Background: an optimization exercise with open tools, aiming at small area, a short achievable clock period and few clock cycles. Do not read the settings as production practice.
The RTL was checked by simulation tests, not by an equivalence proof against the original design.
Power and IR drop assume default switching activity.

==> design.v <==
module rcab_gfpar (
  input  wire        clk,
  input  wire        rst,      
  input  wire        req,
  input  wire        we,
  input  wire [15:0] addr,
  input  wire [31:0] wdata,
  output wire        ack,
  output reg  [31:0] rdata,
  output reg         err,
  output wire        irq
);
  localparam integer SB_MAX = 64;
  localparam integer K_MAX  = 4;
  localparam [31:0] ID_VALUE  = 32'h52434142;
  localparam [31:0] VER_VALUE = 32'h00010000;
  localparam [31:0] CAP0_VAL  = 32'h00040040;
  localparam [31:0] CAP1_VAL  = 32'h011D0000;
  localparam [2:0] E_ILLEGAL  = 3'd1;
  localparam [2:0] E_RANGE    = 3'd2;
  localparam [2:0] E_DIVZERO  = 3'd3;
  localparam [2:0] E_LOGZERO  = 3'd4;
  localparam [2:0] E_MISMATCH = 3'd5;
  localparam [2047:0] LOG_T = 2048'hAF5850A8EAF4D674E8ADE7E6E9D5AE4FD72C757AEB16F50B51A0A99CB05F59CB5A3ECCBBB18660FBAA559D29523BA16CF66F0C7FEC4917C476A47BB7D8432D1FA2416D4753393C849E5D2A14ABD356F261BEFCDCB2978790CDCFBC955BD13F372E892023D99244117CB4B8267799A5E318FEC531EDDE4A670D63808CF7C0700757A7F373ACE5D44E2B79150A9F9B5ECA3DBA85FA54283A6B6E7E48C3A3B6421E404638835C13D2F1BDDB968FCE94D03688229110B32598E2FD30DD66628BBF06A672E44D78099AC9B9F9276A7DC2B51D458212F0DA8E9335210F24E12F658A05714C08C8F869C11C81EF8D340EE064044BC7681BEE33DF03C61A320219010000;
  localparam [127:0] EXP_LO = 128'h261387CDE8743A1D8040201008040201;
  localparam [127:0] EXP_HI = 128'h2C125182E3E6A88581D9FD5F469D4C01;
  function automatic [7:0] gf_mul;
    input [7:0] a;
    input [7:0] b;
    reg   [14:0] p;
    integer      t;
    begin
      p = 15'd0;
      for (t = 0; t < 8; t = t + 1)
        if (b[t]) p = p ^ ({7'd0, a} << t);
      for (t = 14; t >= 8; t = t - 1)
        if (p[t]) p = p ^ (15'h11D << (t - 8));
      gf_mul = p[7:0];
    end
  endfunction
  reg  [7:0]  sb [0:SB_MAX-1];           
  reg  [7:0]  cf [0:K_MAX*SB_MAX-1];     
  reg  [2:0]  lasterr;                   
  reg         pmatch;
  reg  [5:1]  estat;                     
  reg  [8:1]  ien;
  reg  [31:0] ecmd;
  reg  [7:0]  gfa, gfb, gfr;
  reg  [7:0]  lga, lgb;                  
  reg  [15:0] slen;
  reg  [3:0]  prows;
  reg  [6:0]  pbits;
  reg  [7:0]  par [0:K_MAX-1];
  reg  [7:0]  rxp [0:K_MAX-1];
  reg  [7:0]  acc  [0:K_MAX-1];
  reg  [7:0]  op_a [0:K_MAX-1];
  reg  [7:0]  op_b;
  reg         busy;                      
  reg  [5:0]  wj;                        
  reg  [6:0]  whi;                       
  reg         rd_done;                   
  reg  [31:0] rdata_q;
  wire [4:0] irq_v = estat & ien[5:1];
  assign irq = |irq_v;
  wire        fire   = req & ~busy;
  wire        wr     = fire & we;
  assign ack   = fire & (we | rd_done);
  wire        aligned  = (addr[1:0] == 2'b00);
  wire        is_sb    = aligned && (addr[15:8] == 8'h04);
  wire        is_cf    = aligned && (addr[15:12] == 4'h2) && (addr[9:8] == 2'b00);
  wire        is_par   = aligned && (addr[15:4] == 12'h01C);
  wire        is_rxp   = aligned && (addr[15:4] == 12'h01E);
  wire        is_low   = aligned && (addr[15:6] == 10'd0) && (addr[5:2] != 4'd15);
  wire        mapped   = is_sb | is_cf | is_par | is_rxp | is_low;
  always @(*) begin
    rdata = rdata_q;
    err   = ~mapped;
  end
  wire [5:0]  idx      = busy ? wj : addr[7:2];
  wire [7:0]  sb_rd    = sb[idx];
  wire [7:0]  cf_rd0   = cf[{2'd0, idx}];
  wire [7:0]  cf_rd1   = cf[{2'd1, idx}];
  wire [7:0]  cf_rd2   = cf[{2'd2, idx}];
  wire [7:0]  cf_rd3   = cf[{2'd3, idx}];
  reg  [7:0]  cf_row;
  always @(*) begin
    case (addr[11:10])
      2'd0: cf_row = cf_rd0;
      2'd1: cf_row = cf_rd1;
      2'd2: cf_row = cf_rd2;
      default: cf_row = cf_rd3;
    endcase
  end
  reg  [31:0] rd_val;
  always @(*) begin
    rd_val = 32'd0;
    if (is_sb)       rd_val = {24'd0, sb_rd};
    else if (is_cf)  rd_val = {24'd0, cf_row};
    else if (is_par) rd_val = {24'd0, par[addr[3:2]]};
    else if (is_rxp) rd_val = {24'd0, rxp[addr[3:2]]};
    else begin
      case (addr[5:2])
        4'd0:  rd_val = ID_VALUE;
        4'd1:  rd_val = VER_VALUE;
        4'd2:  rd_val = CAP0_VAL;
        4'd3:  rd_val = CAP1_VAL;
        4'd5:  rd_val = {19'd0, irq, 3'd0, pmatch, 5'd0, lasterr};
        4'd6:  rd_val = {23'd0, 3'd0, estat, 1'b0};
        4'd7:  rd_val = {23'd0, ien, 1'b0};
        4'd8:  rd_val = ecmd;
        4'd9:  rd_val = {24'd0, gfa};
        4'd10: rd_val = {24'd0, gfb};
        4'd11: rd_val = {24'd0, gfr};
        4'd12: rd_val = {16'd0, slen};
        4'd13: rd_val = {28'd0, prows};
        4'd14: rd_val = {25'd0, pbits};
        default: rd_val = 32'd0;
      endcase
    end
  end
  wire [6:0]  eff_old  = (slen[15:6] != 10'd0) ? 7'd64 : {1'b0, slen[5:0]};
  wire [6:0]  eff_new  = (wdata[15:6] != 10'd0) ? 7'd64 : {1'b0, wdata[5:0]};
  wire        in_len   = ({1'b0, addr[7:2]} < eff_old);
  wire        w_sb     = wr & is_sb;
  wire        w_cf     = wr & is_cf;
  wire        w_low    = wr & is_low;
  wire [3:0]  w_reg    = addr[5:2];
  wire [7:0]  prod0    = gf_mul(op_a[0], op_b);
  wire [7:0]  prod1    = gf_mul(op_a[1], op_b);
  wire [7:0]  prod2    = gf_mul(op_a[2], op_b);
  wire [7:0]  prod3    = gf_mul(op_a[3], op_b);
  wire [7:0]  accn0    = acc[0] ^ prod0;
  wire [7:0]  accn1    = acc[1] ^ prod1;
  wire [7:0]  accn2    = acc[2] ^ prod2;
  wire [7:0]  accn3    = acc[3] ^ prod3;
  wire [31:0] par_bits = {accn0, accn1, accn2, accn3};
  wire [31:0] rxp_bits = {rxp[0], rxp[1], rxp[2], rxp[3]};
  reg  [31:0] cmp_mask;
  integer     b;
  always @(*) begin
    for (b = 0; b < 32; b = b + 1)
      cmp_mask[31-b] = (b < pbits);
  end
  wire par_equal = ((par_bits ^ rxp_bits) & cmp_mask) == 32'd0;
  wire range_bad = (slen > 16'd64) || (prows == 4'd0) || (prows > 4'd4);
  wire pbits_bad = (pbits == 7'd0) || (pbits > {prows, 3'b000});
  wire [7:0] op     = wdata[31:24];
  wire       lowz   = (wdata[23:0] == 24'd0);
  wire [7:0] w_log  = LOG_T[wdata[7:0]*8 +: 8];
  wire       a_zero = (gfa == 8'd0);
  wire       b_zero = (gfb == 8'd0);
  wire [8:0] l_sum  = {1'b0, lga} + {1'b0, op[1] ? ~lgb : lgb};
  wire [7:0] l_mod  = l_sum[7:0] + {7'd0, l_sum[8]};
  wire [7:0] g_ein  = op[1] & op[0] ? gfa : l_mod;
  wire [7:0] g_exp  = gf_mul(EXP_LO[g_ein[3:0]*8 +: 8], EXP_HI[g_ein[7:4]*8 +: 8]);
  integer n;
  always @(posedge clk) begin
    if (w_sb) sb[addr[7:2]] <= wdata[7:0];
    if (w_cf) cf[{addr[11:10], addr[7:2]}] <= wdata[7:0];
  end
  always @(posedge clk) begin
    rdata_q <= rd_val;
  end
  always @(posedge clk) begin
    if (rst) begin
      rd_done <= 1'b0;
      busy    <= 1'b0;
      wj      <= 6'd0;
      whi     <= 7'd0;
      lasterr <= 3'd0;
      pmatch  <= 1'b0;
      estat   <= 5'd0;
      ien     <= 8'd0;
      ecmd    <= 32'd0;
      gfa     <= 8'd0;
      gfb     <= 8'd0;
      gfr     <= 8'd0;
      lga     <= 8'd0;
      lgb     <= 8'd0;
      slen    <= 16'd0;
      prows   <= 4'd0;
      pbits   <= 7'd0;
      op_b    <= 8'd0;
      for (n = 0; n < K_MAX; n = n + 1) begin
        par[n]  <= 8'd0;
        rxp[n]  <= 8'd0;
        acc[n]  <= 8'd0;
        op_a[n] <= 8'd0;
      end
    end else begin
      rd_done <= fire & ~we & ~rd_done;
      acc[0] <= accn0;
      acc[1] <= accn1;
      acc[2] <= accn2;
      acc[3] <= accn3;
      op_b <= 8'd0;
      for (n = 0; n < K_MAX; n = n + 1) op_a[n] <= 8'd0;
      if (busy) begin
        op_b    <= sb_rd;
        op_a[0] <= cf_rd0;
        op_a[1] <= cf_rd1;
        op_a[2] <= cf_rd2;
        op_a[3] <= cf_rd3;
        wj      <= wj + 6'd1;
        if ({1'b0, wj} + 7'd1 == whi) busy <= 1'b0;
      end else if (w_sb && in_len) begin
        op_b    <= sb_rd ^ wdata[7:0];
        op_a[0] <= cf_rd0;
        op_a[1] <= cf_rd1;
        op_a[2] <= cf_rd2;
        op_a[3] <= cf_rd3;
      end else if (w_cf && in_len) begin
        op_b    <= sb_rd;
        op_a[addr[11:10]] <= cf_row ^ wdata[7:0];
      end
      if (wr && is_rxp) rxp[addr[3:2]] <= wdata[7:0];
      if (w_low) begin
        case (w_reg)
          4'd6:  estat <= estat & ~wdata[5:1];
          4'd7:  ien   <= wdata[8:1];
          4'd9:  begin gfa <= wdata[7:0]; lga <= w_log; end
          4'd10: begin gfb <= wdata[7:0]; lgb <= w_log; end
          4'd12: begin
            slen <= wdata[15:0];
            if (eff_new != eff_old) begin
              busy <= 1'b1;
              if (eff_new < eff_old) begin wj <= eff_new[5:0]; whi <= eff_old; end
              else                   begin wj <= eff_old[5:0]; whi <= eff_new; end
            end
          end
          4'd13: prows <= wdata[3:0];
          4'd14: pbits <= wdata[6:0];
          4'd4: begin
            if (!lowz) begin
              lasterr <= E_ILLEGAL; estat[1] <= 1'b1; ecmd <= wdata;
            end else begin
              case (op)
                8'h00: lasterr <= 3'd0;
                8'h01: begin gfr <= (a_zero | b_zero) ? 8'd0 : g_exp; lasterr <= 3'd0; end
                8'h02: if (b_zero) begin
                         lasterr <= E_DIVZERO; estat[3] <= 1'b1; ecmd <= wdata;
                       end else begin
                         gfr <= a_zero ? 8'd0 : g_exp; lasterr <= 3'd0;
                       end
                8'h03: begin gfr <= g_exp; lasterr <= 3'd0; end
                8'h04: if (a_zero) begin
                         lasterr <= E_LOGZERO; estat[4] <= 1'b1; ecmd <= wdata;
                       end else begin
                         gfr <= lga; lasterr <= 3'd0;
                       end
                8'h20, 8'h21:
                  if (range_bad || (op[0] && pbits_bad)) begin
                    lasterr <= E_RANGE; estat[2] <= 1'b1; ecmd <= wdata;
                  end else begin
                    par[0] <= accn0;
                    if (prows > 4'd1) par[1] <= accn1;
                    if (prows > 4'd2) par[2] <= accn2;
                    if (prows > 4'd3) par[3] <= accn3;
                    if (op[0]) begin
                      pmatch <= par_equal;
                      if (par_equal) lasterr <= 3'd0;
                      else begin
                        lasterr <= E_MISMATCH; estat[5] <= 1'b1; ecmd <= wdata;
                      end
                    end else begin
                      lasterr <= 3'd0;
                    end
                  end
                8'h7F: begin
                  lasterr <= 3'd0;
                  pmatch  <= 1'b0;
                  estat   <= 5'd0;
                  ien     <= 8'd0;
                  ecmd    <= 32'd0;
                  gfa     <= 8'd0;
                  gfb     <= 8'd0;
                  gfr     <= 8'd0;
                  lga     <= 8'd0;
                  lgb     <= 8'd0;
                  slen    <= 16'd0;
                  prows   <= 4'd0;
                  pbits   <= 7'd0;
                  op_b    <= 8'd0;
                  for (n = 0; n < K_MAX; n = n + 1) begin
                    par[n] <= 8'd0;
                    rxp[n] <= 8'd0;
                    acc[n] <= 8'd0;
                  end
                end
                default: begin
                  lasterr <= E_ILLEGAL; estat[1] <= 1'b1; ecmd <= wdata;
                end
              endcase
            end
          end
          default: ;
        endcase
      end
    end
  end
endmodule
==> run.sh <==
#!/bin/bash
# synth_recipe.tcl (not shown) runs the flow's synth.tcl, then flattens the netlist and writes it again
# the make line also repeats each setting of config.mk as NAME=value (left out here)
make -C /OpenROAD-flow-scripts/flow DESIGN_CONFIG=/design/flow/config.mk WORK_HOME=/design/flow/orfs CLKGATE_MAP_FILE= SYNTH_SCRIPT=/design/flow/synth_recipe.tcl finish
==> config.mk <==
export PLATFORM = sky130hd
export DESIGN_NAME = rcab_gfpar
export DESIGN_NICKNAME = rcab_gfpar
export VERILOG_FILES = /design/flow/design.v
export SDC_FILE = /design/flow/constraint.sdc
export NUM_CORES = 4
export LEC_CHECK = 0
export CAP_MARGIN = 20
export CORE_MARGIN = 2
export CORE_UTILIZATION = 50
export PLACE_DENSITY = 0.6
export SLEW_MARGIN = 20
==> constraint.sdc <==
create_clock -name core_clock -period 16.0 [get_ports {clk}]
set_input_delay 3.2000 -clock core_clock [delete_from_list [all_inputs] [get_ports {clk}]]
set_output_delay 3.2000 -clock core_clock [all_outputs]
set_load 0.01 [all_outputs]
==> notes.md, run 1 <==
post-CTS setup buffer count - 0
drt wl/cell - 30.9 um
fin. max-slew vios - 0
Cells after Synth - 8185
worst vdd ir - 0.000106 V
Syn-to-layout area delta - 11.8%
maximum clock path buffer count - 4
GRT Total Usage - 28.7%
vias per inst - 6.34
# IOs - 87
Main synth FF type - edfxtp_1
pwr/cell area - 116 nW/um^2
min-delay worst type - reg -> reg
layout cells sized above 1 - 16.6%
initial drt markers - 9344
Lkg Pwr - 44.3 nW
H-tree depth - 5
slowest stage cell, crit path - clkdlybuf4s50_1
DRT Wirelength - 364000 um
WP data required - 12.80 ns
EDFF count, synth - 2616
Detailed Routing Iterations Pass 1 - 8
Crit. End Element - primary output
Final ANT Viol Nets - 0
Core ar. - 246000 sq um
height of the die - 502 um
largest net degree at the start of global routing - 214
first-pass GRT wire length - 523000 um
CTS tree - built
largest area contributor in the netlist - edfxtp_1
f_max - 104 MHz
DPL Wire Length - 228000 um
Reg clk slew, reported paths - 0.06 ns
chip width - 502 um
pre-CTS setup slack - 5.70 ns
Unique masters post-synth - 91
final hold violations - 0
Post-CTS Hold Fix Bufs - 0
Worst-Margin Slew - 1.30 ns
Worst path depth - 8
critical path startpoint category - input port
Synth top area share - 63.4%
initial antenna violation count - 6
Skew-Pair Late Insertion Delay - 0.95 ns
largest cells by area after synthesis - edfxtp_1, mux4_2, dfxtp_1
mean area per synthesized cell - 15.1 sq um
vias - 74715
# nets final - 8343
Worst Path Arrival - 6.43 ns
Seq/Total Area, Yosys - 67.3%
RSZ-0062 raised after global routing - false
R2R Setup Slk - 9.39 ns
kind of critical path - in -> out
# setup viols final - 0
vias in the first global route - 72495
Starting Density - 50.3%
fin crit share - 60.2%
most common cell after layout, fill and taps aside - edfxtp_1
CTS Buf Count - 314
CP max FO - 20
R2R Path Start - lga[0]$_SDFFE_PP0P_
WHS Endpoint - rdata_q[28]$_SDFF_PP0_
Yosys reg bits - 2859
clock sinks - 2859
Setup WS post-layout - 6.37 ns
Syn. warnings - 3
r2r worst-path depth - 22
Hold Startpoint - ecmd[28]$_SDFFE_PP0P_
GRT overflow - 0
slowest stage delay, CP - 0.88 ns
status - finished clean
maxcap violations - 0
GPL Wtd Cong - 0.908
worst-path cell chain - clkdlybuf4s50_1 > and2_1 > buf_4 > nand2_1 > or4_1 > nand2_1 > nor2_1 > clkdlybuf4s50_1
setup tns final - 0 ns
critical path's top delay family - buffers and inverters
ys async rst share - 0%
PostCTS Resize Cnt - 0
PortBufs - 86
DRC errors left - 0
relative slew slack - 13.2%
Buf+Inv Stages, Crit Path - 3
Critical R2R Capture - gfr[4]$_SDFFE_PP0P_
final setup skew - 0.0719 ns
hold path cells - 2
CTS Root Cell - clkbuf_16
Final min period - 9.63 ns
Die ar. - 252000 sq um
Syn Std Cell Area - 124000 sq um
commonest cells after routing, fill and taps aside - edfxtp_1, nand2_1, nor2_1
row count - 182
==> routing by layer <==
layer / up-vias / wire (um) / GRT usage [%] / share of wire [%]
met5: - / 0 / 0 / 0
met4: 0 / 12600 / 10.1 / 3.5
met3: 567 / 33500 / 6.28 / 9.2
met2: 3626 / 168000 / 43.7 / 46
met1: 38859 / 150000 / 41.2 / 41
li1: 31663 / - / - / -
==> sequential cells by signal, summed over array words and instances, names as in the netlist, 32 cells and up <==
signal / cells
cf: 2048
sb: 512
acc: 32
ecmd: 32
op_a: 32
par: 32
rdata_q: 32
rxp: 32
==> worst register-to-register path, cell delays in order (launching register included) <==
cell       delay (ns)
dfxtp_1          0.47
ha_1             0.24
inv_1            0.07
fa_1             0.42
and3b_1          0.38
o2111ai_1        0.22
nand3b_1         0.13
a21o_1           0.15
ha_1             0.17
ha_1             0.20
o211ai_1         0.10
or4_4            0.44
or4_1            0.61
and4_2           0.30
o21a_1           0.26
nor2_1           0.51
nor2_1           0.12
xnor3_2          0.41
xor2_2           0.22
xnor2_1          0.26
xnor3_1          0.46
mux2i_1          0.20
a311oi_2         0.12
==> report_power, final <==
group / internal, mW / switching (mW) / leakage [nW] / total (mW)
combinational: 0.366 / 0.712 / 14.1 / 1.08
sequential: 8.15 / 0.0138 / 25.5 / 8.16
clock: 4.00 / 2.88 / 4.67 / 6.88
==> area by class of cell <==
type	count	area [sq um]
Sequential cell	2859	83400
Fill cell	19347	108000
Clock buffer	381	8230
Multi-Input combinational cell	4716	38400
Clock inverter	151	1320
Timing Repair Buffer	299	2740
Antenna cell	10	25.0
Inverter	53	199
Tap cell	3312	4140
==> Yosys cell counts (21+ instances only) <==
library cell	count
buf_2	30
mux2i_1	45
o2bb2ai_1	33
mux4_2	673
xnor2_1	247
ha_1	47
nor3_1	133
a21oi_1	263
inv_1	52
nor2_1	704
edfxtp_1	2616
o21ai_0	145
nand2_1	1123
a311oi_1	136
and3_1	99
and2_1	21
a22oi_1	57
nor2b_1	38
xnor3_1	41
buf_1	116
a211oi_1	57
o22ai_1	23
clkbuf_1	430
xor2_1	113
nand3_1	250
nand2b_1	43
dfxtp_1	243
a31oi_1	77
o211ai_1	21
==> worst max-delay path by stage <==
stage | from | endpoint | slack [ns]
floorplan | wdata[25] | gfr[4]$_SDFFE_PP0P_ | 6.76
global placement | wdata[25] | gfr[4]$_SDFFE_PP0P_ | 5.69
CTS | addr[6] | err | 6.47
detailed placement | wdata[25] | gfr[4]$_SDFFE_PP0P_ | 5.70
global route | wdata[25] | gfr[4]$_SDFFE_PP0P_ | 6.28
finish | addr[7] | err | 6.37
==> stage by stage <==
stage | utilization (%) | cells | cell area [sq um] | hold WS (ns) | total power [mW]
6_report | 56.3 | 11781 | 138000 | 0.436 | 16.1
5_1_grt | 56.2 | 11773 | 138000 | 0.462 | 16.5
4_1_cts | 56.2 | 11768 | 138000 | 0.444 | 16.2
3_5_place_dp | 52.3 | 11236 | 129000 | 0.436 | 9.39
3_3_place_gp | 52.3 | 11234 | 129000 | 0.413 | 9.38
2_1_floorplan | - | 8208 | 124000 | 0.399 | 8.94
==> cell families after synthesis <==
group | Yosys count | share of synthesized area, %
and+or+nand+nor | 2518 | 8.71
DFF | 2859 | 67.3
AOI/OAI and AO/OA | 988 | 5.38
other | 1 | 0.00303
muxes | 729 | 12.7
xor gates and xnor gates | 408 | 3.42
adders and majority gates | 49 | 0.499
buffers and inverters | 633 | 1.97
Testbench counts, summed over its fixed seeds: cycles 22,968.
==> run 2: changes to the inputs <==
--- a/config.mk
+++ b/config.mk
@@ -9,4 +9,6 @@
 export CORE_MARGIN = 2
-export CORE_UTILIZATION = 50
-export PLACE_DENSITY = 0.6
+export CORE_UTILIZATION = 60
+export CTS_CLUSTER_DIAMETER = 60
+export CTS_CLUSTER_SIZE = 30
+export PLACE_DENSITY = 0.7
 export SLEW_MARGIN = 20
==> run 2 against run 1 <==
Compared with the run above: clock-buffer cell count shrank 210; sequential power about the same; critical path type unchanged; critical endpoint unchanged; wire length is 4.4% lower; clock power down 29%; largest power group unchanged; largest cell class unchanged; global-route usage is 4.4 points higher; highest routed layer is now met5.
==> notes.md, run 2 <==
kind of critical path - in -> out (unchanged)
Starting Density - 60.4% (was 50.3%)
Largest register FFs - 2048 (unchanged)
GRT Total Usage - 33.1% (was 28.7%)
Filler Cell Count - 14246 (was 19347)
most frequent cell after synthesis - edfxtp_1 (unchanged)
maximum clock path buffer count - 3 (was 4)
largest area contributor in the netlist - edfxtp_1 (unchanged)
Synth top area share - 63.4% (unchanged)
Worst Path Arrival - 6.40 ns (was 6.43 ns)
vias - 74350 (was 74715)
GRT overflow - 0 (unchanged)
largest cells by area after synthesis - edfxtp_1, mux4_2, dfxtp_1 (unchanged)
vias in the first global route - 71391 (was 72495)
Non-Filler Instances - 10896 (was 11781)
Skew-Pair Late Insertion Delay - 0.88 ns (was 0.95 ns)
dpl cell area - 128000 sq um (was 129000 sq um)
GR Util met2 - 49.1% (was 43.7%)
overall power - 14.1 mW (was 16.1 mW)
setup tns final - 0 ns (unchanged)
Core ar. - 205000 sq um (was 246000 sq um)
maxcap violations - 0 (unchanged)
Hold Startpoint - rd_done$_SDFF_PP0_ (was ecmd[28]$_SDFFE_PP0P_)
commonest cells after routing, fill and taps aside - edfxtp_1, nand2_1, nor2_1 (unchanged)
pre-CTS setup slack - 5.75 ns (was 5.70 ns)
Setup WS post-layout - 6.40 ns (was 6.37 ns)
ys async rst share - 0% (unchanged)
Syn-to-layout area delta - 7.93% (was 11.8%)
Post-CTS Hold Fix Bufs - 0 (unchanged)
# IOs - 87 (unchanged)
Cells after DPL - 10586 (was 11236)
Syn Std Cell Area - 124000 sq um (unchanged)
Seq/Total Area, Yosys - 67.3% (unchanged)
DPL Wire Length - 224000 um (was 228000 um)
synth cell count leaders - edfxtp_1, nand2_1, nor2_1 (unchanged)
PostCTS Resize Cnt - 0 (unchanged)
PortBufs - 86 (unchanged)
slowest stage cell, crit path - clkdlybuf4s50_1 (unchanged)
Final ANT Viol Nets - 0 (unchanged)
min-delay worst type - reg -> reg (unchanged)
mean area per synthesized cell - 15.1 sq um (unchanged)
CTS tree - built (unchanged)
Main synth FF type - edfxtp_1 (unchanged)
RSZ-0062 raised after global routing - false (unchanged)
Crit. End Element - primary output (unchanged)
Detailed Routing Iterations Pass 1 - 8 (unchanged)
slowest stage delay, CP - 0.91 ns (was 0.88 ns)
WP data required - 12.80 ns (about the same)
design area - 134000 sq um (was 138000 sq um)
layout cells sized above 1 - 15.1% (was 16.6%)
met3 GRT Util - 8.46% (was 6.28%)
CTS Root Cell - clkbuf_16 (unchanged)
row count - 166 (was 182)
EDFF count, synth - 2616 (unchanged)
Worst-Margin Slew - 1.27 ns (was 1.30 ns)
initial drt markers - 11994 (was 9344)
# nets final - 8164 (was 8343)
initial antenna violation count - 22 (was 6)
final hold violations - 0 (unchanged)
R2R Path Start - busy$_SDFF_PP0_ (was lga[0]$_SDFFE_PP0P_)
DRT Wirelength - 348000 um (was 364000 um)
fin crit share - 60.0% (was 60.2%)
Yosys reg bits - 2859 (unchanged)
vias per inst - 6.82 (was 6.34)
pwr/cell area - 106 nW/um^2 (was 116 nW/um^2)
most common cell after layout, fill and taps aside - edfxtp_1 (unchanged)
post-CTS setup buffer count - 0 (unchanged)
Final min period - 9.60 ns (was 9.63 ns)
Die ar. - 210000 sq um (was 252000 sq um)
flip-flop and latch area - 83400 sq um (unchanged)
# setup viols final - 0 (unchanged)
worst vdd ir - 0.000131 V (was 0.000106 V)
f_max - 104 MHz (about the same)
CTS Buf Count - 161 (was 314)
final setup skew - 0.0583 ns (was 0.0719 ns)
Lkg Pwr - 42.3 nW (was 44.3 nW)
GPL Wtd Cong - 0.949 (was 0.908)
Unique masters post-synth - 91 (unchanged)
Cells after Synth - 8185 (unchanged)
worst-path cell chain - clkdlybuf4s50_1 > and2_1 > buf_4 > nand2_1 > or4_1 > nand2_1 > nor2_1 > clkdlybuf4s50_1 (unchanged)
Multi-input gate area - 38400 sq um (about the same)
largest net degree at the start of global routing - 122 (was 214)
Reg clk slew, reported paths - 0.07 ns (was 0.06 ns)
first-pass GRT wire length - 503000 um (was 523000 um)
height of the die - 458 um (was 502 um)
fin. max-slew vios - 0 (unchanged)
relative slew slack - 14.6% (was 13.2%)
Syn. warnings - 3 (unchanged)
chip width - 458 um (was 502 um)
CP max FO - 20 (unchanged)
CP startpoint - addr[6] (was addr[7])
clock sinks - 2859 (unchanged)
grt peak-use layer - met2 (unchanged)
drt wl/cell - 31.9 um (was 30.9 um)
H-tree depth - 4 (was 5)
DRC errors left - 0 (unchanged)
status - finished clean (unchanged)
met1 Use GR - 47.8% (was 41.2%)
critical path startpoint category - input port (unchanged)
run 2: cell type report:
type,count,area share (%)
Timing Repair Buffer,273,1.83
Antenna cell,13,0.0243
Sequential cell,2859,62.4
Inverter,53,0.149
Clock inverter,123,1.29
Tap cell,2688,2.51
Multi-Input combinational cell,4716,28.7
Clock buffer,171,3.09
run 2: stage by stage:
step	hold WS (ns)	utilization [%]
floorplan	0.399	-
global placement	0.409	62.3
detailed placement	0.417	62.3
CTS	0.434	65.2
global route	0.463	65.2
finish	0.431	65.2
run 2: critical path, delay by kind of cell:
family                 cells  cell delay, ns
and+or+nand+nor            5            1.41
buffers and inverters      3            1.78
run 2: power breakdown:
part | total (mW) | internal [mW] | switching (mW) | leakage (nW)
combinational | 1.08 | 0.363 | 0.712 | 13.9
sequential | 8.15 | 8.14 | 0.0126 | 25.5
clock | 4.90 | 2.21 | 2.70 | 2.82
run 2: cell families after synthesis:
logic type	share of synthesized area (%)
adder cells (fa/ha/maj)	0.499
multiplexers	12.7
XOR/XNOR	3.42
AO/OA/AOI/OAI	5.38
flip-flops	67.3
AND/OR/NAND/NOR	8.71
buffers and inverters	1.97
other	0.00303
run 2: worst paths after layout:
| path | to | slack [ns] | cells after the start |
|---|---|---|---|
| hold / removal | rd_done$_SDFF_PP0_ | 0.43 | 1 |
| setup / recovery | err | 6.40 | 8 |
| setup reg to reg | op_a[2][5]$_DFFE_PP_ | 9.23 | 14 |
| hold reg to reg | rd_done$_SDFF_PP0_ | 0.43 | 1 |
run 2: per-layer routing:
layer  vias up  share of wire, %
li1      31173                 -
met1     37980                39
met2      4567                45
met3       618                12
met4        12               4.3
met5         -             0.025
==> run 3: changes to the inputs <==
==> flow/run.sh (new file) <==
#!/bin/bash
# The standard ORFS layout (standard.sh), with its setup repair aiming at
# 8 ns of slack instead of none, so that it works on the paths that set the
# achieved period. Same SDC, clock period and steps as the standard flow.
set -euo pipefail
bash standard.sh SETUP_SLACK_MARGIN=8 finish > layout.log 2>&1
==> standard.sh (new file) <==
#!/bin/bash
# synth_recipe.tcl (not shown) runs the flow's synth.tcl, then flattens the netlist and writes it again
# the make line also repeats each setting of config.mk as NAME=value (left out here)
make -C /OpenROAD-flow-scripts/flow DESIGN_CONFIG=/design/flow/config.mk WORK_HOME=/design/flow/orfs CLKGATE_MAP_FILE= SYNTH_SCRIPT=/design/flow/synth_recipe.tcl "${@:-finish}"
removed: run.sh
==> run 3 against run 2 <==
Compared with the run above: via count up 0.48%; die area unchanged; synthesized area unchanged; worst setup slack better by 1.6 ns; clock-buffer cell count unchanged; synthesized cell count unchanged; worst hold slack worse by 0.011 ns; cell count up 0.52%; global-route usage up 0.36 points; first-iteration DRC count down 6.9%; total power up 0.64%; sequential power about the same; critical path type is now in -> reg.
==> notes.md, run 3 <==
commonest cells after routing, fill and taps aside - edfxtp_1, nand2_1, nor2_1 (unchanged)
# IOs - 87 (unchanged)
worst vdd ir - 0.000122 V (was 0.000131 V)
CP max FO - 7 (was 20)
f_max - 125 MHz (was 104 MHz)
WP data required - 16.76 ns (was 12.80 ns)
maxcap violations - 0 (unchanged)
relative slew slack - 21.6% (was 14.6%)
slowest stage delay, CP - 0.54 ns (was 0.91 ns)
initial antenna violation count - 22 (unchanged)
Final ANT Viol Nets - 0 (unchanged)
min-delay worst type - reg -> reg (unchanged)
Unique masters post-synth - 91 (unchanged)
Worst-Margin Slew - 1.18 ns (was 1.27 ns)
cell repeated most along the worst path - o211ai_1
critical path's top delay family - simple AND/OR/NAND/NOR gates (was buffers and inverters)
largest cells by area after synthesis - edfxtp_1, mux4_2, dfxtp_1 (unchanged)
kind of critical path - in -> reg (was in -> out)
first-pass GRT wire length - 506000 um (was 503000 um)
fin crit share - 50.0% (was 60.0%)
vias - 74708 (was 74350)
maximum clock path buffer count - 3 (unchanged)
Final min period - 7.99 ns (was 9.60 ns)
most common cell after layout, fill and taps aside - edfxtp_1 (unchanged)
final hold violations - 0 (unchanged)
Syn. warnings - 3 (unchanged)
DPL Wire Length - 226000 um (was 224000 um)
GPL Wtd Cong - 0.932 (was 0.949)
RSZ-0062 raised after global routing - true (was false)
Syn-to-layout area delta - 8.75% (was 7.93%)
GRT Total Usage - 33.5% (was 33.1%)
Reg clk slew, reported paths - 0.09 ns (was 0.07 ns)
setup tns final - 0 ns (unchanged)
Cells after DPL - 10587 (was 10586)
Synth top area share - 63.4% (unchanged)
largest area contributor in the netlist - edfxtp_1 (unchanged)
drt wl/cell - 32.3 um (was 31.9 um)
height of the die - 458 um (unchanged)
CTS Root Cell - clkbuf_16 (unchanged)
Die ar. - 210000 sq um (unchanged)
DRT Wirelength - 354000 um (was 348000 um)
clock sinks - 2859 (unchanged)
Worst path depth - 27 (was 8)
fin. max-slew vios - 0 (unchanged)
Syn Std Cell Area - 124000 sq um (unchanged)
Yosys reg bits - 2859 (unchanged)
PortBufs - 86 (unchanged)
Crit. End Element - flip-flop (was primary output)
Buf+Inv Stages, Crit Path - 5 (was 3)
slowest stage cell, crit path - or4_4 (was clkdlybuf4s50_1)
largest net degree at the start of global routing - 149 (was 122)
chip width - 458 um (unchanged)
initial drt markers - 11168 (was 11994)
CTS Buf Count - 162 (was 161)
Cells after Synth - 8185 (unchanged)
dpl cell area - 128000 sq um (about the same)
hold path cells - 1 (unchanged)
H-tree depth - 4 (unchanged)
row count - 166 (unchanged)
synth cell count leaders - edfxtp_1, nand2_1, nor2_1 (unchanged)
layout cells sized above 1 - 16.8% (was 15.1%)
status - finished clean (unchanged)
pwr/cell area - 106 nW/um^2 (about the same)
final setup skew - 0.0568 ns (was 0.0583 ns)
Detailed Routing Iterations Pass 1 - 7 (was 8)
mean area per synthesized cell - 15.1 sq um (unchanged)
vias in the first global route - 71114 (was 71391)
Seq/Total Area, Yosys - 67.3% (unchanged)
critical path startpoint category - input port (unchanged)
Skew-Pair Late Insertion Delay - 0.88 ns (about the same)
most frequent cell after synthesis - edfxtp_1 (unchanged)
Non-Filler Instances - 10953 (was 10896)
CTS tree - built (unchanged)
Lkg Pwr - 42.7 nW (was 42.3 nW)
ys async rst share - 0% (unchanged)
design area - 135000 sq um (was 134000 sq um)
GRT overflow - 0 (unchanged)
Largest register FFs - 2048 (unchanged)
r2r worst-path depth - 14 (unchanged)
EDFF count, synth - 2616 (unchanged)
Main synth FF type - edfxtp_1 (unchanged)
DRC errors left - 0 (unchanged)
Worst Path Arrival - 8.75 ns (was 6.40 ns)
Starting Density - 60.4% (unchanged)
Post-CTS Hold Fix Bufs - 0 (unchanged)
# setup viols final - 0 (unchanged)
vias per inst - 6.82 (about the same)
# nets final - 8209 (was 8164)
Core ar. - 205000 sq um (unchanged)
## run 3: cells by family (layout without fill, tap and decap cells)
family / after synthesis / in the layout / synth area share (%)
AO/OA/AOI/OAI: 988 / 988 / 5.38
buffers and inverters: 633 / 672 / 1.97
flip-flops: 2859 / 2859 / 67.3
XOR/XNOR: 408 / 408 / 3.42
AND/OR/NAND/NOR: 2518 / 2519 / 8.71
adder cells (fa/ha/maj): 49 / 49 / 0.499
multiplexers: 729 / 729 / 12.7
other: 1 / 41 / 0.00303
## run 3: per-stage QoR
stage / power, mW / utilization, % / hold slack (ns) / setup slack (ns)
4_1_cts: 14.2 / 65.5 / 0.424 / 7.78
6_report: 14.2 / 65.7 / 0.420 / 8.01
3_5_place_dp: 9.39 / 62.4 / 0.412 / 6.07
3_3_place_gp: 9.38 / 62.4 / 0.409 / 6.05
5_1_grt: 14.6 / 65.7 / 0.463 / 7.78
2_1_floorplan: 8.95 / - / 0.399 / 7.40
## run 3: routing by layer
| metal | vias to the layer above | part of all wire, % | track usage (%) |
|---|---|---|---|
| li1 | 31322 | - | - |
| met1 | 38339 | 39 | 48.5 |
| met2 | 4349 | 45 | 49.1 |
| met3 | 680 | 12 | 8.59 |
| met4 | 18 | 4.6 | 13.6 |
| met5 | - | 0.037 | 0.436 |
## run 3: power breakdown
group / internal [mW] / switching, mW
registers: 8.14 / 0.0126
logic: 0.392 / 0.737
clock network: 2.19 / 2.75
total: 10.7 / 3.50
## run 3: area by class of cell
cell class | count | area [sq um]
fill | 14077 | 70300
antenna | 17 | 42.5
clock buffer | 171 | 4170
multi-input combinational | 4717 | 38900
sequential | 2859 | 83400
tap | 2688 | 3360
timing repair buffer | 316 | 2870
clock inverter | 132 | 1770
inverter | 53 | 204
## run 3: timing repair
item	CTS	global route
pin swaps	22	36
buffers inserted	24	20
endpoints found under the setup margin	38	45
gates cloned	1	0
gates resized for setup	75	57
## run 3: path summary, 6_finish.rpt
kind	startpoint	to	slack (ns)
setup / recovery	wdata[25]	gfr[2]$_SDFFE_PP0P_	8.01
hold / removal	rd_done$_SDFF_PP0_	rd_done$_SDFF_PP0_	0.42
setup reg to reg	busy$_SDFF_PP0_	op_a[0][7]$_DFFE_PP_	9.92
hold reg to reg	rd_done$_SDFF_PP0_	rd_done$_SDFF_PP0_	0.42
==> run 4: changes to the inputs <==
--- a/design.v
+++ b/design.v
@@ -112,3 +112,3 @@
         4'd10: rd_val = {24'd0, gfb};
-        4'd11: rd_val = {24'd0, gfr};
+        4'd11: rd_val = {24'd0, gfr_v};
         4'd12: rd_val = {16'd0, slen};
@@ -151,6 +151,12 @@
   wire       b_zero = (gfb == 8'd0);
-  wire [8:0] l_sum  = {1'b0, lga} + {1'b0, op[1] ? ~lgb : lgb};
+  reg        gf_pend;
+  reg  [1:0] gf_sel;                     
+  wire [8:0] l_sum  = {1'b0, lga} + {1'b0, gf_sel[1] ? ~lgb : lgb};
   wire [7:0] l_mod  = l_sum[7:0] + {7'd0, l_sum[8]};
-  wire [7:0] g_ein  = op[1] & op[0] ? gfa : l_mod;
+  wire [7:0] g_ein  = (gf_sel == 2'd3) ? gfa : l_mod;
   wire [7:0] g_exp  = gf_mul(EXP_LO[g_ein[3:0]*8 +: 8], EXP_HI[g_ein[7:4]*8 +: 8]);
+  wire       g_zero = (gf_sel == 2'd1) ? (a_zero | b_zero) :
+                      (gf_sel == 2'd2) ? a_zero : 1'b0;
+  wire [7:0] g_res  = g_zero ? 8'd0 : g_exp;
+  wire [7:0] gfr_v  = gf_pend ? g_res : gfr;
   integer n;
@@ -166,2 +172,4 @@
       rd_done <= 1'b0;
+      gf_pend <= 1'b0;
+      gf_sel  <= 2'd0;
       busy    <= 1'b0;
@@ -191,2 +199,4 @@
       rd_done <= fire & ~we & ~rd_done;
+      gf_pend <= 1'b0;
+      if (gf_pend) gfr <= g_res;
       acc[0] <= accn0;
@@ -238,3 +248,3 @@
                 8'h00: lasterr <= 3'd0;
-                8'h01: begin gfr <= (a_zero | b_zero) ? 8'd0 : g_exp; lasterr <= 3'd0; end
+                8'h01: begin gf_pend <= 1'b1; gf_sel <= 2'd1; lasterr <= 3'd0; end
                 8'h02: if (b_zero) begin
@@ -242,5 +252,5 @@
                        end else begin
-                         gfr <= a_zero ? 8'd0 : g_exp; lasterr <= 3'd0;
+                         gf_pend <= 1'b1; gf_sel <= 2'd2; lasterr <= 3'd0;
                        end
-                8'h03: begin gfr <= g_exp; lasterr <= 3'd0; end
+                8'h03: begin gf_pend <= 1'b1; gf_sel <= 2'd3; lasterr <= 3'd0; end
                 8'h04: if (a_zero) begin
==> flow/run.sh (replaced) <==
#!/bin/bash
# The standard ORFS layout (standard.sh), with its setup repair aiming at
# 9 ns of slack instead of none, so that it works on the paths that set the
# achieved period. Same SDC, clock period and steps as the standard flow.
set -euo pipefail
bash standard.sh SETUP_SLACK_MARGIN=9 finish > layout.log 2>&1
==> run 4 against run 3 <==
Compared with the run above: wire length is 1.4% higher; worst hold slack improved by 0.0079 ns; register-to-register slack worse by 0.54 ns; first-iteration DRC count increased by 4.7%; clock skew shrank 0.0097 ns; critical path depth fell by 20; largest cell class unchanged; sequential share of layout area is 0.44 points lower; non-clock buffer count up 2; cell count rose by 0.85%; largest power group unchanged; clock-buffer cell count increased by 3; synthesized area rose by 0.26%.
==> notes.md, run 4 <==
status - finished clean (unchanged)
slowest stage cell, crit path - or4_4 (unchanged)
largest cells by area after synthesis - edfxtp_1, mux4_2, dfxtp_1 (unchanged)
initial antenna violation count - 10 (was 22)
vias in the first global route - 72138 (was 71114)
fin. max-slew vios - 0 (unchanged)
CP startpoint - addr[14] (was wdata[25])
kind of critical path - in -> out (was in -> reg)
R2R Path Start - gf_sel[1]$_SDFFE_PP0P_ (was busy$_SDFF_PP0_)
combinational power share - 6.7% (was 7.9%)
Core ar. - 206000 sq um (was 205000 sq um)
dpl cell area - 128000 sq um (about the same)
worst vdd ir - 0.000123 V (was 0.000122 V)
first-pass GRT wire length - 513000 um (was 506000 um)
f_max - 128 MHz (was 125 MHz)
GRT overflow - 0 (unchanged)
fin crit share - 48.8% (was 50.0%)
CTS Buf Count - 164 (was 162)
Starting Density - 60.2% (was 60.4%)
CTS Root Cell - clkbuf_16 (unchanged)
clock sinks - 2862 (was 2859)
Worst Path Arrival - 4.61 ns (was 8.75 ns)
slowest stage delay, CP - 0.55 ns (was 0.54 ns)
relative slew slack - 17.8% (was 21.6%)
maxcap violations - 0 (unchanged)
Synth top area share - 63.2% (was 63.4%)
design area - 136000 sq um (was 135000 sq um)
H-tree depth - 4 (unchanged)
Detailed Routing Iterations Pass 1 - 9 (was 7)
Seq/Total Area, Yosys - 67.2% (was 67.3%)
ys async rst share - 0% (unchanged)
final hold violations - 0 (unchanged)
Skew-Pair Late Insertion Delay - 0.90 ns (was 0.88 ns)
RSZ-0062 raised after global routing - true (unchanged)
Finished Core Util - 65.8% (was 65.7%)
CTS tree - built (unchanged)
row count - 167 (was 166)
Syn Std Cell Area - 124000 sq um (about the same)
DPL Wire Length - 223000 um (was 226000 um)
vias - 75414 (was 74708)
CP max FO - 5 (was 7)
internal power - 10.7 mW (about the same)
Syn. warnings - 3 (unchanged)
Yosys reg bits - 2862 (was 2859)
# nets final - 8285 (was 8209)
Reg clk slew, reported paths - 0.08 ns (was 0.09 ns)
drt wl/cell - 32.5 um (was 32.3 um)
Filler Cell Count - 14349 (was 14077)
Worst-Margin Slew - 1.23 ns (was 1.18 ns)
PortBufs - 86 (unchanged)
Cells after DPL - 10666 (was 10587)
largest area contributor in the netlist - edfxtp_1 (unchanged)
chip width - 459 um (was 458 um)
vias per inst - 6.83 (was 6.82)
min-delay worst type - reg -> reg (unchanged)
maximum clock path buffer count - 3 (unchanged)
Die ar. - 211000 sq um (was 210000 sq um)
initial drt markers - 11689 (was 11168)
Main synth FF type - edfxtp_1 (unchanged)
largest net degree at the start of global routing - 196 (was 149)
commonest cells after routing, fill and taps aside - edfxtp_1, nand2_1, nor2_1 (unchanged)
GRT Total Usage - 33.8% (was 33.5%)
Unique masters post-synth - 96 (was 91)
DRC errors left - 0 (unchanged)
overall power - 14.1 mW (was 14.2 mW)
Net Sw Power - 3.44 mW (was 3.50 mW)
Seq pwr share - 57.7% (was 57.3%)
Largest register FFs - 2048 (unchanged)
layout cells sized above 1 - 16.7% (was 16.8%)
most common cell after layout, fill and taps aside - edfxtp_1 (unchanged)
Non-Filler Instances - 11046 (was 10953)
height of the die - 459 um (was 458 um)
synth cell count leaders - edfxtp_1, nand2_1, nor2_1 (unchanged)
Crit. End Element - primary output (was flip-flop)
critical path startpoint category - input port (unchanged)
final setup skew - 0.0472 ns (was 0.0568 ns)
pwr/cell area - 104 nW/um^2 (was 106 nW/um^2)
# IOs - 87 (unchanged)
Hold Startpoint - rd_done$_SDFF_PP0_ (unchanged)
most frequent cell after synthesis - edfxtp_1 (unchanged)
Cells after Synth - 8248 (was 8185)
setup tns final - 0 ns (unchanged)
Switching Fraction - 24.3% (was 24.6%)
worst-path cell chain - buf_6 > nor4_4 > nand2_4 > or4_4 > nand2_4 > nor2_4 > buf_6
EDFF count, synth - 2616 (unchanged)
Final ANT Viol Nets - 0 (unchanged)
WP data required - 12.80 ns (was 16.76 ns)
DRT Wirelength - 359000 um (was 354000 um)
Syn-to-layout area delta - 9.32% (was 8.75%)
Lkg Pwr - 43.4 nW (was 42.7 nW)
# setup viols final - 0 (unchanged)
Final min period - 7.81 ns (was 7.99 ns)
Clock Power Share - 35.6% (was 34.7%)
mean area per synthesized cell - 15.1 sq um (about the same)
GPL Wtd Cong - 0.966 (was 0.932)
[run 4: critical path: cells and delay by family]
family	cells	cell delay [ns]
buffers and inverters	2	0.23
and+or+nand+nor	5	1.18
[run 4: logic make-up after synthesis]
family / Yosys count / synth area share, %
flops: 2862 / 67.2
compound gates: 968 / 5.15
mux: 748 / 12.8
fa+ha+maj: 50 / 0.506
other cells: 1 / 0.00302
simple gates: 2582 / 8.83
xor+xnor: 410 / 3.56
buf+inv: 627 / 1.93
[run 4: stage by stage]
step                      worst slack, ns  hold WS, ns
final                                8.19        0.428
after global routing                 8.19        0.446
after CTS                            8.17        0.432
after detailed placement             6.37        0.414
after global placement               6.42        0.413
after floorplan                      8.57        0.399
[run 4: per-layer routing]
layer	track usage (%)	vias up	wire (um)	share of wire, %
li1	-	31424	-	-
met1	48.1	38641	138000	38
met2	50.7	4641	164000	46
met3	7.80	700	39500	11
met4	14.3	8	16800	4.7
met5	0.482	-	259	0.072
[run 4: cell type report]
type / count / area [sq um] / area share, %
Antenna cell: 19 / 47.5 / 0.0350
Clock buffer: 174 / 4250 / 3.13
Clock inverter: 130 / 1800 / 1.33
Multi-Input combinational cell: 4783 / 39300 / 28.9
Tap cell: 2704 / 3380 / 2.49
Sequential cell: 2862 / 83500 / 61.5
Timing Repair Buffer: 318 / 3360 / 2.47
Inverter: 56 / 214 / 0.158
[run 4: timing repair]
action                                  4_1_cts  5_1_grt
hold buffers                                  0        0
setup buffers                                28       14
endpoints found under the setup margin       90       67
pin swaps                                    19       14
cloned                                       11        4
gates resized for setup                     157       72
[run 4: power groups by stage]
stage / logic, mW / clock network, mW / registers [mW]
floorplan: 0.494 / 0 / 8.32
global placement: 0.879 / 0 / 8.33
detailed placement: 0.889 / 0 / 8.33
CTS: 0.926 / 5.05 / 8.16
global route: 0.992 / 5.29 / 8.16
finish: 0.954 / 5.04 / 8.16
[run 4: path summary, 6_finish.rpt]
kind	end	slack, ns	cells past startpoint
max	err	8.19	7
min	rd_done$_SDFF_PP0_	0.43	1
max reg2reg	gfr[4]$_SDFF_PP0_	9.38	31
min reg2reg	rd_done$_SDFF_PP0_	0.43	1
Testbench counts of run 4, summed over its fixed seeds: cycles 22,968.
==> run 5: changes to the inputs <==
--- a/design.v
+++ b/design.v
@@ -61,3 +61,3 @@
   reg         rd_done;                   
-  reg  [31:0] rdata_q;
+  reg  [7:0]  rdata_q;                   
   wire [4:0] irq_v = estat & ien[5:1];
@@ -66,3 +66,4 @@
   wire        wr     = fire & we;
-  assign ack   = fire & (we | rd_done);
+  wire        rd_slow = addr[10] | addr[13];
+  assign ack   = fire & (we | ~rd_slow | rd_done);
   wire        aligned  = (addr[1:0] == 2'b00);
@@ -75,3 +76,3 @@
   always @(*) begin
-    rdata = rdata_q;
+    rdata = rd_done ? {24'd0, rdata_q} : rd_reg;
     err   = ~mapped;
@@ -93,26 +94,24 @@
   end
-  reg  [31:0] rd_val;
+  wire [7:0]  rd_buf   = addr[13] ? cf_row : sb_rd;
+  reg  [31:0] rd_reg;
   always @(*) begin
-    rd_val = 32'd0;
-    if (is_sb)       rd_val = {24'd0, sb_rd};
-    else if (is_cf)  rd_val = {24'd0, cf_row};
-    else if (is_par) rd_val = {24'd0, par[addr[3:2]]};
-    else if (is_rxp) rd_val = {24'd0, rxp[addr[3:2]]};
+    rd_reg = 32'd0;
+    if (addr[8])     rd_reg = {24'd0, addr[5] ? rxp[addr[3:2]] : par[addr[3:2]]};
     else begin
       case (addr[5:2])
-        4'd0:  rd_val = ID_VALUE;
-        4'd1:  rd_val = VER_VALUE;
-        4'd2:  rd_val = CAP0_VAL;
-        4'd3:  rd_val = CAP1_VAL;
-        4'd5:  rd_val = {19'd0, irq, 3'd0, pmatch, 5'd0, lasterr};
-        4'd6:  rd_val = {23'd0, 3'd0, estat, 1'b0};
-        4'd7:  rd_val = {23'd0, ien, 1'b0};
-        4'd8:  rd_val = ecmd;
-        4'd9:  rd_val = {24'd0, gfa};
-        4'd10: rd_val = {24'd0, gfb};
-        4'd11: rd_val = {24'd0, gfr_v};
-        4'd12: rd_val = {16'd0, slen};
-        4'd13: rd_val = {28'd0, prows};
-        4'd14: rd_val = {25'd0, pbits};
-        default: rd_val = 32'd0;
+        4'd0:  rd_reg = ID_VALUE;
+        4'd1:  rd_reg = VER_VALUE;
+        4'd2:  rd_reg = CAP0_VAL;
+        4'd3:  rd_reg = CAP1_VAL;
+        4'd5:  rd_reg = {19'd0, irq, 3'd0, pmatch, 5'd0, lasterr};
+        4'd6:  rd_reg = {23'd0, 3'd0, estat, 1'b0};
+        4'd7:  rd_reg = {23'd0, ien, 1'b0};
+        4'd8:  rd_reg = ecmd;
+        4'd9:  rd_reg = {24'd0, gfa};
+        4'd10: rd_reg = {24'd0, gfb};
+        4'd11: rd_reg = {24'd0, gfr};
+        4'd12: rd_reg = {16'd0, slen};
+        4'd13: rd_reg = {28'd0, prows};
+        4'd14: rd_reg = {25'd0, pbits};
+        default: rd_reg = 32'd0;
       endcase
@@ -151,12 +150,8 @@
   wire       b_zero = (gfb == 8'd0);
-  reg        gf_pend;
-  reg  [1:0] gf_sel;                     
-  wire [8:0] l_sum  = {1'b0, lga} + {1'b0, gf_sel[1] ? ~lgb : lgb};
-  wire [7:0] l_mod  = l_sum[7:0] + {7'd0, l_sum[8]};
-  wire [7:0] g_ein  = (gf_sel == 2'd3) ? gfa : l_mod;
+  wire [8:0] l_add  = {1'b0, lga} + {1'b0, lgb};
+  wire [8:0] l_sub  = {1'b0, lga} + {1'b0, ~lgb};
+  wire [7:0] l_mul  = l_add[7:0] + {7'd0, l_add[8]};
+  wire [7:0] l_div  = l_sub[7:0] + {7'd0, l_sub[8]};
+  wire [7:0] g_ein  = op[0] ? (op[1] ? gfa : l_mul) : l_div;
   wire [7:0] g_exp  = gf_mul(EXP_LO[g_ein[3:0]*8 +: 8], EXP_HI[g_ein[7:4]*8 +: 8]);
-  wire       g_zero = (gf_sel == 2'd1) ? (a_zero | b_zero) :
-                      (gf_sel == 2'd2) ? a_zero : 1'b0;
-  wire [7:0] g_res  = g_zero ? 8'd0 : g_exp;
-  wire [7:0] gfr_v  = gf_pend ? g_res : gfr;
   integer n;
@@ -167,3 +162,3 @@
   always @(posedge clk) begin
-    rdata_q <= rd_val;
+    rdata_q <= rd_buf;
   end
@@ -172,4 +167,2 @@
       rd_done <= 1'b0;
-      gf_pend <= 1'b0;
-      gf_sel  <= 2'd0;
       busy    <= 1'b0;
@@ -198,5 +191,3 @@
     end else begin
-      rd_done <= fire & ~we & ~rd_done;
-      gf_pend <= 1'b0;
-      if (gf_pend) gfr <= g_res;
+      rd_done <= fire & ~we & ~rd_done & rd_slow;
       acc[0] <= accn0;
@@ -248,3 +239,3 @@
                 8'h00: lasterr <= 3'd0;
-                8'h01: begin gf_pend <= 1'b1; gf_sel <= 2'd1; lasterr <= 3'd0; end
+                8'h01: begin gfr <= (a_zero | b_zero) ? 8'd0 : g_exp; lasterr <= 3'd0; end
                 8'h02: if (b_zero) begin
@@ -252,5 +243,5 @@
                        end else begin
-                         gf_pend <= 1'b1; gf_sel <= 2'd2; lasterr <= 3'd0;
+                         gfr <= a_zero ? 8'd0 : g_exp; lasterr <= 3'd0;
                        end
-                8'h03: begin gf_pend <= 1'b1; gf_sel <= 2'd3; lasterr <= 3'd0; end
+                8'h03: begin gfr <= g_exp; lasterr <= 3'd0; end
                 8'h04: if (a_zero) begin
==> flow/run.sh (replaced) <==
#!/bin/bash
set -euo pipefail
bash standard.sh SETUP_SLACK_MARGIN=9 \
  "BUFFER_PORTS_ARGS=-buffer_cell sky130_fd_sc_hd__buf_4" \
  "CTS_ARGS=-sink_clustering_enable -repair_clock_nets -sink_clustering_size 25 -sink_clustering_max_diameter 60 -dont_use_dummy_load" \
  finish > layout.log 2>&1
--- a/config.mk
+++ b/config.mk
@@ -11,3 +11,3 @@
 export CTS_CLUSTER_DIAMETER = 60
-export CTS_CLUSTER_SIZE = 30
+export CTS_CLUSTER_SIZE = 25
 export PLACE_DENSITY = 0.7
==> run 5 against run 4 <==
Compared with the run above: total power fell by 5.8%; synthesized cell count decreased by 0.75%; sequential share of layout area grew 0.49 points; flip-flop and latch count down 27; critical endpoint is now rdata[28]; first-iteration DRC count shrank 9.6%; register-to-register slack better by 0.12 ns; highest routed layer unchanged; via count fell by 1.4%.
==> notes.md, run 5 <==
Synth top area share - 63.6% (was 63.2%)
Unique masters post-synth - 95 (was 96)
Finished Core Util - 65.4% (was 65.8%)
H-tree depth - 4 (unchanged)
Skew-Pair Late Insertion Delay - 0.89 ns (was 0.90 ns)
relative slew slack - 12.9% (was 17.8%)
critical path startpoint category - input port (unchanged)
# setup viols final - 0 (unchanged)
RSZ-0062 raised after global routing - true (unchanged)
DRT Wirelength - 353000 um (was 359000 um)
Starting Density - 60.4% (was 60.2%)
most frequent cell after synthesis - edfxtp_1 (unchanged)
CP max FO - 6 (was 5)
DRC errors left - 0 (unchanged)
worst-path cell chain - buf_16 > or2_4 > nor2_4 > or4_4 > or3_4 > a21oi_4 > buf_6 (was buf_6 > nor4_4 > nand2_4 > or4_4 > nand2_4 > nor2_4 > buf_6)
kind of critical path - in -> out (unchanged)
vias in the first global route - 71704 (was 72138)
maximum clock path buffer count - 3 (unchanged)
CTS Buf Count - 169 (was 164)
Core ar. - 205000 sq um (was 206000 sq um)
Die ar. - 210000 sq um (was 211000 sq um)
WP data required - 12.80 ns (about the same)
Worst Path Arrival - 4.99 ns (was 4.61 ns)
largest area contributor in the netlist - edfxtp_1 (unchanged)
vias per inst - 6.86 (was 6.83)
synth cell count leaders - edfxtp_1, nand2_1, nor2_1 (unchanged)
initial antenna violation count - 15 (was 10)
commonest cells after routing, fill and taps aside - edfxtp_1, nand2_1, nor2_1 (unchanged)
PortBufs - 86 (unchanged)
Non-Filler Instances - 10837 (was 11046)
final setup skew - 0.126 ns (was 0.0472 ns)
final hold violations - 0 (unchanged)
fin crit share - 51.2% (was 48.8%)
# IOs - 87 (unchanged)
DPL Wire Length - 222000 um (was 223000 um)
Reg clk slew, reported paths - 0.07 ns (was 0.08 ns)
Syn-to-layout area delta - 8.34% (was 9.32%)
fin. max-slew vios - 0 (unchanged)
Worst-Margin Slew - 1.30 ns (was 1.23 ns)
dpl cell area - 127000 sq um (was 128000 sq um)
R2R Setup Slk - 9.50 ns (was 9.38 ns)
Yosys reg bits - 2835 (was 2862)
Post-CTS Hold Fix Bufs - 0 (unchanged)
Seq/Total Area, Yosys - 67.1% (was 67.2%)
# nets final - 8251 (was 8285)
Main synth FF type - edfxtp_1 (unchanged)
f_max - 122 MHz (was 128 MHz)
height of the die - 458 um (was 459 um)
worst vdd ir - 0.000121 V (was 0.000123 V)
drt wl/cell - 32.6 um (was 32.5 um)
CTS tree - built (unchanged)
Final min period - 8.19 ns (was 7.81 ns)
status - finished clean (unchanged)
GPL Wtd Cong - 0.960 (was 0.966)
Syn. warnings - 3 (unchanged)
Cells after Synth - 8186 (was 8248)
clock sinks - 2835 (was 2862)
layout cells sized above 1 - 17.2% (was 16.7%)
slowest stage cell, crit path - or3_4 (was or4_4)
mean area per synthesized cell - 15.1 sq um (about the same)
GRT overflow - 0 (unchanged)
overall power - 13.3 mW (was 14.1 mW)
most common cell after layout, fill and taps aside - edfxtp_1 (unchanged)
CTS Root Cell - clkbuf_16 (unchanged)
GRT Total Usage - 33.4% (was 33.8%)
row count - 166 (was 167)
design area - 134000 sq um (was 136000 sq um)
Cells after DPL - 10557 (was 10666)
Detailed Routing Iterations Pass 1 - 6 (was 9)
largest net degree at the start of global routing - 184 (was 196)
first-pass GRT wire length - 504000 um (was 513000 um)
ys async rst share - 0% (unchanged)
Syn Std Cell Area - 124000 sq um (about the same)
min-delay worst type - reg -> reg (unchanged)
setup tns final - 0 ns (unchanged)
chip width - 458 um (was 459 um)
Crit. End Element - primary output (unchanged)
Largest register FFs - 2048 (unchanged)
Lkg Pwr - 42.4 nW (was 43.4 nW)
maxcap violations - 0 (unchanged)
pwr/cell area - 99.6 nW/um^2 (was 104 nW/um^2)
EDFF count, synth - 2616 (unchanged)
Final ANT Viol Nets - 0 (unchanged)
largest cells by area after synthesis - edfxtp_1, mux4_2, dfxtp_1 (unchanged)
slowest stage delay, CP - 0.55 ns (about the same)
vias - 74371 (was 75414)
initial drt markers - 10568 (was 11689)
## run 5: changes by cell type after synthesis, moves of 24 or more
cell       previous run  this run
a211oi_1             35        59
a21oi_1             274       250
dfxtp_1             246       219
nand2_1            1215      1156
nand3_1             211       254
o21ai_0             173       134
o2bb2ai_1             4        34
## run 5: worst paths after layout
check | start | endpoint | cells after the start
min | ien[8]$_SDFFE_PP0P_ | ien[8]$_SDFFE_PP0P_ | 2
max reg2reg | lga[0]$_SDFFE_PP0P_ | gfr[4]$_SDFFE_PP0P_ | 27
min reg2reg | ien[8]$_SDFFE_PP0P_ | ien[8]$_SDFFE_PP0P_ | 2
max | addr[2] | rdata[28] | 7
## run 5: critical path: cells and delay by family
family / cells / cell delay (ns)
AND/OR/NAND/NOR: 4 / 1.38
buffers and inverters: 2 / 0.22
AO/OA/AOI/OAI: 1 / 0.16
## run 5: timing repair
action | in CTS | in global routing
gates resized for setup | 164 | 72
setup buffers | 45 | 36
setup endpoints to repair | 143 | 91
pin swaps | 29 | 31
gates cloned | 13 | 7
## run 5: cell type report
| type | count | area (sq um) |
|---|---|---|
| multi-input cells | 4748 | 39500 |
| inverters | 53 | 206 |
| clock buffers | 169 | 4230 |
| well taps | 2688 | 3360 |
| diodes | 10 | 25.0 |
| flip-flops and latches | 2835 | 82900 |
| fillers | 14266 | 70700 |
| repair buffers | 334 | 3590 |
## run 5: stage by stage
stage          worst slack [ns]  hold WS, ns
3_5_place_dp               6.54        0.451
2_1_floorplan              8.09        0.429
4_1_cts                    7.80        0.461
6_report                   7.81        0.464
3_3_place_gp               6.65        0.442
5_1_grt                    7.81        0.488
## run 5: cell families after synthesis
kind of cell	Yosys count	synth area share, %
compound gates	934	5.09
xor+xnor	412	3.37
fa+ha+maj	60	0.616
buf+inv	628	1.97
flops	2835	67.1
mux	743	12.9
other cells	1	0.00304
simple gates	2573	8.95
## run 5: layer usage
| metal | routed length (um) | GRT usage (%) | up-vias |
|---|---|---|---|
| met2 | 163000 | 50.7 | 4329 |
| met1 | 135000 | 47.5 | 38222 |
| met5 | 191 | 0 | - |
| met4 | 14800 | 13.0 | 10 |
| met3 | 40000 | 7.66 | 683 |
| li1 | - | - | 31127 |
## run 5: power breakdown
part / total (mW) / leakage (nW) / switching, mW / internal, mW
Sequential: 8.11 / 25.3 / 0.0268 / 8.08
Combinational: 1.09 / 15.0 / 0.705 / 0.388
Clock: 4.13 / 2.08 / 2.26 / 1.87
Testbench counts of run 5, summed over its fixed seeds: cycles 21,079.
==> run 6: changes to the inputs <==
--- a/flow/run.sh
+++ b/flow/run.sh
@@ -2,3 +2,3 @@
 set -euo pipefail
-bash standard.sh SETUP_SLACK_MARGIN=9 \
+bash standard.sh SETUP_SLACK_MARGIN=11 \
   "BUFFER_PORTS_ARGS=-buffer_cell sky130_fd_sc_hd__buf_4" \
==> run 6 against run 5 <==
Compared with the run above: clock skew down 0.043 ns; clock-buffer cell count increased by 1; sequential power barely moved; fmax grew 0.73%; cell count is 7.5% higher; critical path type unchanged; critical endpoint is now rdata[17].
==> notes.md, run 6 <==
status - finished clean (unchanged)
Worst-Margin Slew - 1.39 ns (was 1.30 ns)
drt wl/cell - 36.3 um (was 32.6 um)
Synth top area share - 63.6% (unchanged)
largest area contributor in the netlist - edfxtp_1 (unchanged)
post-synthesis xor/xnor area fraction - 3.37% (unchanged)
DRC errors left - 0 (unchanged)
Synth Area in Compound Gates - 5.09% (unchanged)
chip width - 458 um (unchanged)
first-pass GRT wire length - 570000 um (was 504000 um)
slowest stage cell, crit path - or4_4 (was or3_4)
largest family of logic cells by synthesized area - multiplexers (unchanged)
hold path cells - 2 (unchanged)
maxcap violations - 0 (unchanged)
Main synth FF type - edfxtp_1 (unchanged)
mean area per synthesized cell - 15.1 sq um (unchanged)
Syn-to-layout area delta - 24.4% (was 8.34%)
Final min period - 8.13 ns (was 8.19 ns)
height of the die - 458 um (unchanged)
setup tns final - 0 ns (unchanged)
DR WL met3 - 58100 um (was 40000 um)
ys async rst share - 0% (unchanged)
# nets final - 9065 (was 8251)
top sig layer - met5 (unchanged)
DPL Wire Length - 235000 um (was 222000 um)
Skew-Pair Late Insertion Delay - 0.88 ns (was 0.89 ns)
f_max - 123 MHz (was 122 MHz)
maximum clock path buffer count - 3 (unchanged)
RSZ-0062 raised after global routing - true (unchanged)
Starting Density - 60.4% (unchanged)
r2r worst-path depth - 24 (was 27)
CTS Buf Count - 170 (was 169)
R2R Setup Slk - 10.27 ns (was 9.50 ns)
Hold Startpoint - par[3][6]$_SDFFE_PP0P_ (was ien[8]$_SDFFE_PP0P_)
Final ANT Viol Nets - 0 (unchanged)
H-tree depth - 4 (unchanged)
DRT Wirelength - 423000 um (was 353000 um)
kind of critical path - in -> out (unchanged)
R2R Path Start - lga[4]$_SDFFE_PP0P_ (was lga[0]$_SDFFE_PP0P_)
vias - 82543 (was 74371)
relative slew slack - 7.22% (was 12.9%)
fin crit share - 50.8% (was 51.2%)
worst vdd ir - 0.000131 V (was 0.000121 V)
fin. max-slew vios - 0 (unchanged)
most common cell after layout, fill and taps aside - edfxtp_1 (unchanged)
WP data required - 12.80 ns (about the same)
commonest cells after routing, fill and taps aside - edfxtp_1, nand2_1, mux4_2 (was edfxtp_1, nand2_1, nor2_1)
final hold violations - 0 (unchanged)
CP max FO - 5 (was 6)
WHS Endpoint - par[3][6]$_SDFFE_PP0P_ (was ien[8]$_SDFFE_PP0P_)
initial antenna violation count - 7 (was 15)
GRT overflow - 0 (unchanged)
synth cell count leaders - edfxtp_1, nand2_1, nor2_1 (unchanged)
Post-Synth Simple-Gate Area - 8.95% (unchanged)
Die ar. - 210000 sq um (unchanged)
wl on met1 - 147000 um (was 135000 um)
Worst Path Arrival - 4.93 ns (was 4.99 ns)
critical path startpoint category - input port (unchanged)
Critical R2R Capture - gfr[5]$_SDFFE_PP0P_ (was gfr[4]$_SDFFE_PP0P_)
CTS Root Cell - clkbuf_16 (unchanged)
largest net degree at the start of global routing - 183 (was 184)
row count - 166 (unchanged)
Yosys reg bits - 2835 (unchanged)
DR WL met2 - 190000 um (was 163000 um)
initial drt markers - 13753 (was 10568)
overall power - 13.7 mW (was 13.3 mW)
EDFF count, synth - 2616 (unchanged)
pwr/cell area - 89.5 nW/um^2 (was 99.6 nW/um^2)
PortBufs - 86 (unchanged)
Crit. End Element - primary output (unchanged)
GPL Wtd Cong - 0.946 (was 0.960)
Reg clk slew, reported paths - 0.05 ns (was 0.07 ns)
min-delay worst type - reg -> reg (unchanged)
clock sinks - 2835 (unchanged)
vias in the first global route - 76628 (was 71704)
final setup skew - 0.0827 ns (was 0.126 ns)
layout cells sized above 1 - 35.5% (was 17.2%)
most frequent cell after synthesis - edfxtp_1 (unchanged)
# setup viols final - 0 (unchanged)
Unique masters post-synth - 95 (unchanged)
Lkg Pwr - 49.6 nW (was 42.4 nW)
vias per inst - 7.09 (was 6.86)
Detailed Routing Iterations Pass 1 - 11 (was 6)
Adder-Cell Fraction of Synth Area - 0.616% (unchanged)
# IOs - 87 (unchanged)
slowest stage delay, CP - 0.53 ns (was 0.55 ns)
Seq/Total Area, Yosys - 67.1% (unchanged)
Largest register FFs - 2048 (unchanged)
Core ar. - 205000 sq um (unchanged)
Syn Std Cell Area - 124000 sq um (unchanged)
CTS tree - built (unchanged)
worst-path cell chain - buf_16 > or2_4 > nor2_4 > or4_4 > or3_4 > a21oi_4 > buf_6 (unchanged)
multiplexer share of the synthesized area - 12.9% (unchanged)
GRT Total Usage - 38.4% (was 33.4%)
Syn. warnings - 3 (unchanged)
largest cells by area after synthesis - edfxtp_1, mux4_2, dfxtp_1 (unchanged)
Cells after Synth - 8186 (unchanged)
==> run 6: per-layer routing <==
| metal | vias up | global-route usage [%] |
|---|---|---|
| met1 | 41979 | 54.0 |
| met2 | 6463 | 57.3 |
| met5 | - | 0 |
| li1 | 32915 | - |
| met3 | 1182 | 9.23 |
| met4 | 4 | 18.7 |
==> run 6: worst max-delay path, delay by kind of cell <==
family	cells	cell delay, ns
AOI/OAI and AO/OA	1	0.17
buffers and inverters	2	0.24
and+or+nand+nor	4	1.30
==> run 6: final cells by class <==
type | instances | area (sq um)
diodes | 6 | 15.0
inverters | 53 | 263
clock buffers | 170 | 4250
fillers | 11692 | 50900
flip-flops and latches | 2835 | 83000
repair buffers | 1125 | 15900
well taps | 2688 | 3360
multi-input cells | 4770 | 46900
==> run 6: worst max-delay path by stage <==
stage                 start         to
floorplan           addr[2]  rdata[17]
global placement    addr[2]   rdata[3]
detailed placement  addr[2]   rdata[3]
CTS                 addr[2]   rdata[3]
global route        addr[5]   rdata[3]
finish              addr[2]  rdata[17]
==> run 6: stage by stage <==
step	area, sq um	std cells	hold WS [ns]	util (%)	worst slack [ns]
floorplan	128000	8209	0.432	-	8.09
global placement	131000	10566	0.443	63.8	6.70
detailed placement	131000	10570	0.452	63.9	6.63
CTS	147000	11322	0.466	71.8	7.93
global route	154000	11643	0.492	75.1	7.87
finish	154000	11647	0.466	75.1	7.87
==> run 6: cell families after synthesis <==
kind of cell / count (synthesis)
flops: 2835
simple gates: 2573
compound gates: 934
mux: 743
buf+inv: 628
xor+xnor: 412
fa+ha+maj: 60
other cells: 1
==> run 6: what timing repair did <==
item / in CTS / in global routing
resized for setup: 881 / 619
setup buffers: 504 / 280
cloned: 78 / 39
endpoints found under the setup margin: 3262 / 2719
hold buffers: 0 / 0
pin swaps: 302 / 377
==> run 6: power by group <==
| part | internal [mW] | switching (mW) | total, mW |
|---|---|---|---|
| combinational | 0.587 | 0.896 | 1.48 |
| clock | 1.88 | 2.28 | 4.16 |
| sequential | 8.08 | 0.0230 | 8.10 |

Check on run 6: ideal ports give 7.870 ns setup slack; a clkbuf_16 on the clock port and buf_2 on the inputs give 7.621 ns; moving port delays by the midpoint clock arrival (0.925 ns) as well gives 7.621 ns.
